From an optimization exercise on the open Yosys and OpenROAD flow, aimed at small area; shortcuts taken in it are not production practice. For this run, only the layout was checked, not whether the RTL still works. No activity file was given, so power comes from the tool's default toggle rates.

==> design.v <==
module u16x8_core (
    input  wire         clk,
    input  wire         rst,         
    input  wire         in_valid,
    input  wire [3:0]   op,
    input  wire [127:0] a,
    input  wire [127:0] b,
    input  wire [31:0]  count,
    output reg          out_valid,
    output reg  [127:0] r,
    output wire         err,
    output reg  [1:0]   cause
);
    wire is_con = (op == 4'h0);
    wire is_min = (op == 4'h1);
    wire is_max = (op == 4'h2);
    wire is_lt  = (op == 4'h3);
    wire is_le  = (op == 4'h4);
    wire is_shr = (op == 4'h5);
    wire is_add = (op == 4'h6);
    wire is_sub = (op == 4'h7);
    wire is_flp = (op == 4'h8);
    wire is_ill = op[3] & (|op[2:0]);
    wire count_neg = count[31];
    wire count_big = |count[30:4];
    wire [3:0] sh = count[3:0] & {4{is_shr}};
    wire inv = ~(op[2] & op[1]) | op[0];
    wire cin = op[0];
    wire pass_x = is_con | is_flp | (is_shr & ~count_neg & ~count_big);
    wire [3:0] d = 4'b0001 << sh[1:0];
    wire [3:0] e = 4'b0001 << sh[3:2];
    genvar i;
    generate
        for (i = 0; i < 8; i = i + 1) begin : g_lane
            wire [15:0] x  = a[16*i +: 16];
            wire [15:0] y  = b[16*i +: 16];
            wire [15:0] yb = y ^ {16{inv}};
            wire [15:0] t;
            wire        co;
            wire [15:0] p = x ^ yb;
            wire [15:0] g0 = x & yb;
            wire [15:0] gi = {g0[15:1], g0[0] | (p[0] & cin)};
            wire G0_1 = gi[1] | (p[1] & gi[0]);
            wire P0_1 = p[1] & p[0];
            wire G0_3 = gi[3] | (p[3] & gi[2]);
            wire P0_3 = p[3] & p[2];
            wire G0_5 = gi[5] | (p[5] & gi[4]);
            wire P0_5 = p[5] & p[4];
            wire G0_7 = gi[7] | (p[7] & gi[6]);
            wire P0_7 = p[7] & p[6];
            wire G0_9 = gi[9] | (p[9] & gi[8]);
            wire P0_9 = p[9] & p[8];
            wire G0_11 = gi[11] | (p[11] & gi[10]);
            wire P0_11 = p[11] & p[10];
            wire G0_13 = gi[13] | (p[13] & gi[12]);
            wire P0_13 = p[13] & p[12];
            wire G0_15 = gi[15] | (p[15] & gi[14]);
            wire P0_15 = p[15] & p[14];
            wire G1_2 = gi[2] | (p[2] & G0_1);
            wire P1_2 = p[2] & P0_1;
            wire G1_3 = G0_3 | (P0_3 & G0_1);
            wire P1_3 = P0_3 & P0_1;
            wire G1_6 = gi[6] | (p[6] & G0_5);
            wire P1_6 = p[6] & P0_5;
            wire G1_7 = G0_7 | (P0_7 & G0_5);
            wire P1_7 = P0_7 & P0_5;
            wire G1_10 = gi[10] | (p[10] & G0_9);
            wire P1_10 = p[10] & P0_9;
            wire G1_11 = G0_11 | (P0_11 & G0_9);
            wire P1_11 = P0_11 & P0_9;
            wire G1_14 = gi[14] | (p[14] & G0_13);
            wire P1_14 = p[14] & P0_13;
            wire G1_15 = G0_15 | (P0_15 & G0_13);
            wire P1_15 = P0_15 & P0_13;
            wire G2_4 = gi[4] | (p[4] & G1_3);
            wire P2_4 = p[4] & P1_3;
            wire G2_5 = G0_5 | (P0_5 & G1_3);
            wire P2_5 = P0_5 & P1_3;
            wire G2_6 = G1_6 | (P1_6 & G1_3);
            wire P2_6 = P1_6 & P1_3;
            wire G2_7 = G1_7 | (P1_7 & G1_3);
            wire P2_7 = P1_7 & P1_3;
            wire G2_12 = gi[12] | (p[12] & G1_11);
            wire P2_12 = p[12] & P1_11;
            wire G2_13 = G0_13 | (P0_13 & G1_11);
            wire P2_13 = P0_13 & P1_11;
            wire G2_14 = G1_14 | (P1_14 & G1_11);
            wire P2_14 = P1_14 & P1_11;
            wire G2_15 = G1_15 | (P1_15 & G1_11);
            wire P2_15 = P1_15 & P1_11;
            wire G3_8 = gi[8] | (p[8] & G2_7);
            wire P3_8 = p[8] & P2_7;
            wire G3_9 = G0_9 | (P0_9 & G2_7);
            wire P3_9 = P0_9 & P2_7;
            wire G3_10 = G1_10 | (P1_10 & G2_7);
            wire P3_10 = P1_10 & P2_7;
            wire G3_11 = G1_11 | (P1_11 & G2_7);
            wire P3_11 = P1_11 & P2_7;
            wire G3_12 = G2_12 | (P2_12 & G2_7);
            wire P3_12 = P2_12 & P2_7;
            wire G3_13 = G2_13 | (P2_13 & G2_7);
            wire P3_13 = P2_13 & P2_7;
            wire G3_14 = G2_14 | (P2_14 & G2_7);
            wire P3_14 = P2_14 & P2_7;
            wire G3_15 = G2_15 | (P2_15 & G2_7);
            wire P3_15 = P2_15 & P2_7;
            wire [16:0] c;
            assign c[0] = cin;
            assign c[1] = gi[0];
            assign c[2] = G0_1;
            assign c[3] = G1_2;
            assign c[4] = G1_3;
            assign c[5] = G2_4;
            assign c[6] = G2_5;
            assign c[7] = G2_6;
            assign c[8] = G2_7;
            assign c[9] = G3_8;
            assign c[10] = G3_9;
            assign c[11] = G3_10;
            assign c[12] = G3_11;
            assign c[13] = G3_12;
            assign c[14] = G3_13;
            assign c[15] = G3_14;
            assign c[16] = G3_15;
            assign t = p ^ c[15:0];
            assign co = c[16];
            wire [15:0] x15 = {x[15] ^ is_flp, x[14:0]};
            wire [18:0] xz = {3'b0, x15};
            wire [15:0] s;
            genvar j;
            for (j = 0; j < 16; j = j + 1) begin : g_s
                assign s[j] = (d[0] & xz[j]) | (d[1] & xz[j+1]) | (d[2] & xz[j+2]) | (d[3] & xz[j+3]);
            end
            wire ex = pass_x | (is_min & ~co) | (is_max & co);
            wire [3:0] ee = e & {4{ex}};
            wire [27:0] sz = {12'b0, s};
            wire [15:0] xe;
            for (j = 0; j < 16; j = j + 1) begin : g_xe
                assign xe[j] = (ee[0] & sz[j]) | (ee[1] & sz[j+4]) | (ee[2] & sz[j+8]) | (ee[3] & sz[j+12]);
            end
            wire ey = (is_min & co) | (is_max & ~co);
            wire et = is_add | (is_sub & co);
            wire k  = (is_add & co) | ((is_lt | is_le) & ~co);
            wire [15:0] rl = xe | (y & {16{ey}}) | (t & {16{et}}) | {16{k}};
            always @(posedge clk) r[16*i +: 16] <= rl;
        end
    endgenerate
    always @(posedge clk) begin
        if (rst) out_valid <= 1'b0;
        else     out_valid <= in_valid;
    end
    always @(posedge clk) cause <= {is_shr & count_neg, is_ill};
    assign err = |cause;
endmodule
==> run.sh <==
#!/bin/bash
# synth_recipe.tcl (not shown) runs the flow's synth.tcl, then flattens the netlist and writes it again
# the make line also repeats each setting of config.mk as NAME=value (left out here)
make -C /OpenROAD-flow-scripts/flow DESIGN_CONFIG=/design/flow/config.mk WORK_HOME=/design/flow/orfs CLKGATE_MAP_FILE= SYNTH_SCRIPT=/design/flow/synth_recipe.tcl finish
==> config.mk <==
export PLATFORM = sky130hd
export DESIGN_NAME = u16x8_core
export DESIGN_NICKNAME = u16x8_core
export VERILOG_FILES = /design/flow/design.v
export SDC_FILE = /design/flow/constraint.sdc
export NUM_CORES = 4
export LEC_CHECK = 0
export CAP_MARGIN = 20
export CORE_MARGIN = 2
export CORE_UTILIZATION = 25
export GPL_TIMING_DRIVEN = 0
export SLEW_MARGIN = 20
==> constraint.sdc <==
create_clock -name core_clock -period 5.0 [get_ports {clk}]
set_input_delay 1.0000 -clock core_clock [delete_from_list [all_inputs] [get_ports {clk}]]
set_output_delay 1.0000 -clock core_clock [all_outputs]
set_load 0.01 [all_outputs]
==> summary.txt <==
-- flip-flops by register name (all words and copies together) (netlist names) --
name,flops
cause,2
out_valid,1
r,128
-- critical path, cell delays in order --
cell	delay (ps)
clkdlybuf4s50_1	520
nor2_1	150
nand3_1	880
o211a_1	510
buf_2	310
nor3_4	630
buf_2	530
buf_2	570
a22oi_1	210
nand3_1	160
-- cell type report --
cell class | count | share of cell area
multi-input combinational | 1840 | 0.585
antenna | 4 | 0.000438
clock buffer | 18 | 0.0192
sequential | 131 | 0.115
tap | 864 | 0.0473
timing repair buffer | 430 | 0.188
inverter | 40 | 0.00690
clock inverter | 14 | 0.00668
buffer | 151 | 0.0317
-- power breakdown --
group | internal (uW) | switching, uW | total (uW)
Clock | 750 | 591 | 1340
Sequential | 1230 | 52.5 | 1290
Combinational | 1260 | 1570 | 2820
-- placed cells by master, fill, tap and decap left out, types with 19 or more instances in the layout --
cell	instances
a21o_1	90
a21oi_1	248
a221oi_1	62
a222oi_1	31
a22oi_1	141
a31oi_1	22
and3_1	19
buf_2	27
clkbuf_1	77
clkdlybuf4s50_1	421
dfxtp_1	131
fa_1	40
ha_1	112
inv_1	39
nand2_1	155
nand2b_1	21
nand3_1	60
nand4_1	24
nor2_1	110
nor2b_1	108
o21ai_0	137
o22ai_1	21
xnor2_1	42
xor2_1	172
-- layer usage --
metal,part of all wire,routed length [um],vias up
li1,-,-,9032
met4,0.062,6470,12
met1,0.38,39000,9837
met2,0.43,44100,1694
met5,0.00082,85,-
met3,0.13,13900,423
-- through the flow --
stage | util | hold WS [ps]
global placement | 0.333 | 1580
detailed placement | 0.333 | 1600
floorplan | - | 1070
CTS | 0.344 | 1050
global route | 0.347 | 1070
finish | 0.347 | 1060
-- cell families after synthesis --
family                   after synthesis  share of synthesized area
XOR/XNOR                             214                      0.113
flip-flops                           131                      0.158
AO/OA/AOI/OAI                        869                      0.351
adder cells (fa/ha/maj)              152                      0.132
buffers and inverters                191                     0.0477
AND/OR/NAND/NOR                      566                      0.170
multiplexers                          39                     0.0286
-- worst max path at each step --
stage / endpoint / depth (start not counted)
floorplan: r[33]$_DFF_P_ / 16
detailed placement: r[4]$_DFF_P_ / 15
CTS: r[4]$_DFF_P_ / 15
global route: r[26]$_DFF_P_ / 18
global placement: r[4]$_DFF_P_ / 15
finish: r[54]$_DFF_P_ / 10
-- Yosys cell counts (67+ instances only) --
cell,count
nor2_1,112
nor2b_1,108
ha_1,112
a22oi_1,141
nand2_1,155
o21ai_0,138
clkbuf_1,91
a221oi_1,67
dfxtp_1,131
a21o_1,90
xor2_1,172
a21oi_1,250
-- what timing repair did --
| action | 4_1_cts | 5_1_grt |
|---|---|---|
| cloned | 0 | 0 |
| setup endpoints to repair | 128 | 124 |
| gates resized for setup | 29 | 52 |
| buffers inserted | 5 | 4 |
| pin swaps | 2 | 2 |
==> summary.txt <==
status=failed layout checks; SO Viols=setup timing; remaining antenna violation count after routing=0; Max-Slew Margin vs Limit=0.115; pin count of the biggest net entering global routing=17; standard-cell rows=94; unrepaired setup endpoints after global routing=yes; max-slew violations=0; Initial DRT Pass Iterations=10; CP Capture Type=flop; Die Span X=between 200 and 300 um; hold-fix buffers at CTS=0; post-placement worst setup slack=-1460 ps; CTS clock-pin slew for the worst setup and hold paths=60 ps; post-detailed-placement cell area=21,900 um^2; Placer Congestion=1.01; static leakage=0.00910 uW; Post-synth top flop=dfxtp_1; total track usage=0.292; top cells by area in the synthesized netlist=dfxtp_1 (16%), xor2_1 (9.1%), ha_1 (8.4%), a21oi_1 (7.5%), a22oi_1 (6.4%); final worst-path cycle share=1.01; H-tree levels=4; worst path setup slack after routing=-35.2 ps; endpoint required time on the critical path=~5400 ps; Critical Setup Path Class=in -> reg; start point of the critical path=op[3]; non-filler instance count after layout=3,492; area of the multi-input gates=between 10,000 and 15,000 um^2; proportion of layout cells with a drive suffix above 1=0.0610; critical-path maximum fanout=10; YS warnings=1; HPWL after detailed placement=79,300 um; Worst setup SP type=primary input; number of distinct library cells after synthesis=76; worst path arrival time=approximately 5500 ps; clock sinks=131; clock tree from TritonCTS=built; number of global-route vias before repair=20,200; fraction of synthesis flops using an asynchronous set or reset pin=0; worst min-delay path category=in -> reg; cell taking the most area after synthesis=dfxtp_1; launch point of the worst hold path=rst; I/O pin total=roughly 430; area inside the core boundary=65,900 um^2; Most Used Layer, Global Route=met2; met3 routing resource usage after global routing=0.106; Max-Cap Viols=0; Layout Area Growth over Synthesis=37.5%; mean area per synthesized cell=just under 8 um^2; Setup TNS=-63.7 ps; number of buffers created by CTS=17; number of antenna violations at the first check in global routing=12; area of all placed cells without fillers=22,900 um^2; DRC violation count after routing=0; total power=5450 uW; final period demand of the worst path=about 5000 ps; EDFF count, synth=0; top cell type's share of synthesized area=0.158; power per cell area=roughly 240 nW/um^2; met1 Resource Use GR=0.358; NumNets Final=3,058; grt ovf=0; routed wire length per instance=29.7 um; vias after detailed routing=21,000; # setup viols final=3; DRT iter0 DRCs=3,095; Synth Net Count=roughly 2,600; met2 layer usage reported by global route=0.440; worst-case vdd ir drop=0.284 mV; global-route wire length before repair=142,000 um; Vert. Die Dim=262 um; # placed instances=3,447; post-detailed-route via-to-cell ratio=6.01; number of instances in the synthesized netlist=2,162; share of the yosys chip area belonging to registers=0.158; Cell Area, Synth=16,600 um^2; buffers added on ports=421; area enclosed by the die boundary=around 69,000 um^2; final count of hold timing violations=0; storage element area=2620 um^2; fillcell total=roughly 7,100; flip-flop and latch count after synthesis=131; Longest Clk Path Bufs=2; fmax=199 MHz; cell at the root of the clock tree=clkbuf_16; number of instances on the worst hold path=2; end point of the most critical hold path=out_valid$_SDFF_PP0_; drt total wl=104,000 um; transition time at the pin with the least slew margin=1320 ps; initial cell density of the core=0.253

## separate check: timing with driven ports
No port has a modelled driver above. Below, the same layout with a new extraction and two added sets of constraints. Step 1, drivers: a clkbuf_16 drives clk and a buf_2 each remaining input, both assumed. Step 2, shift: input delay + t, output delay - t, t = (earliest + latest rising clock arrival at the registers) / 2. This alone moves slack from input paths to output paths. a / b / c = ideal ports / drivers / drivers and shift; a / b = the first two.
t, ns: 0.567
slack for setup (ns): -0.035 / -0.061 / -0.628
worst setup path at the end: input to register
worst data-port slew with drivers (ns): 0.16
For this run, drivers alone change the setup slack by -0.026 ns; drivers and shift together by -0.593 ns.
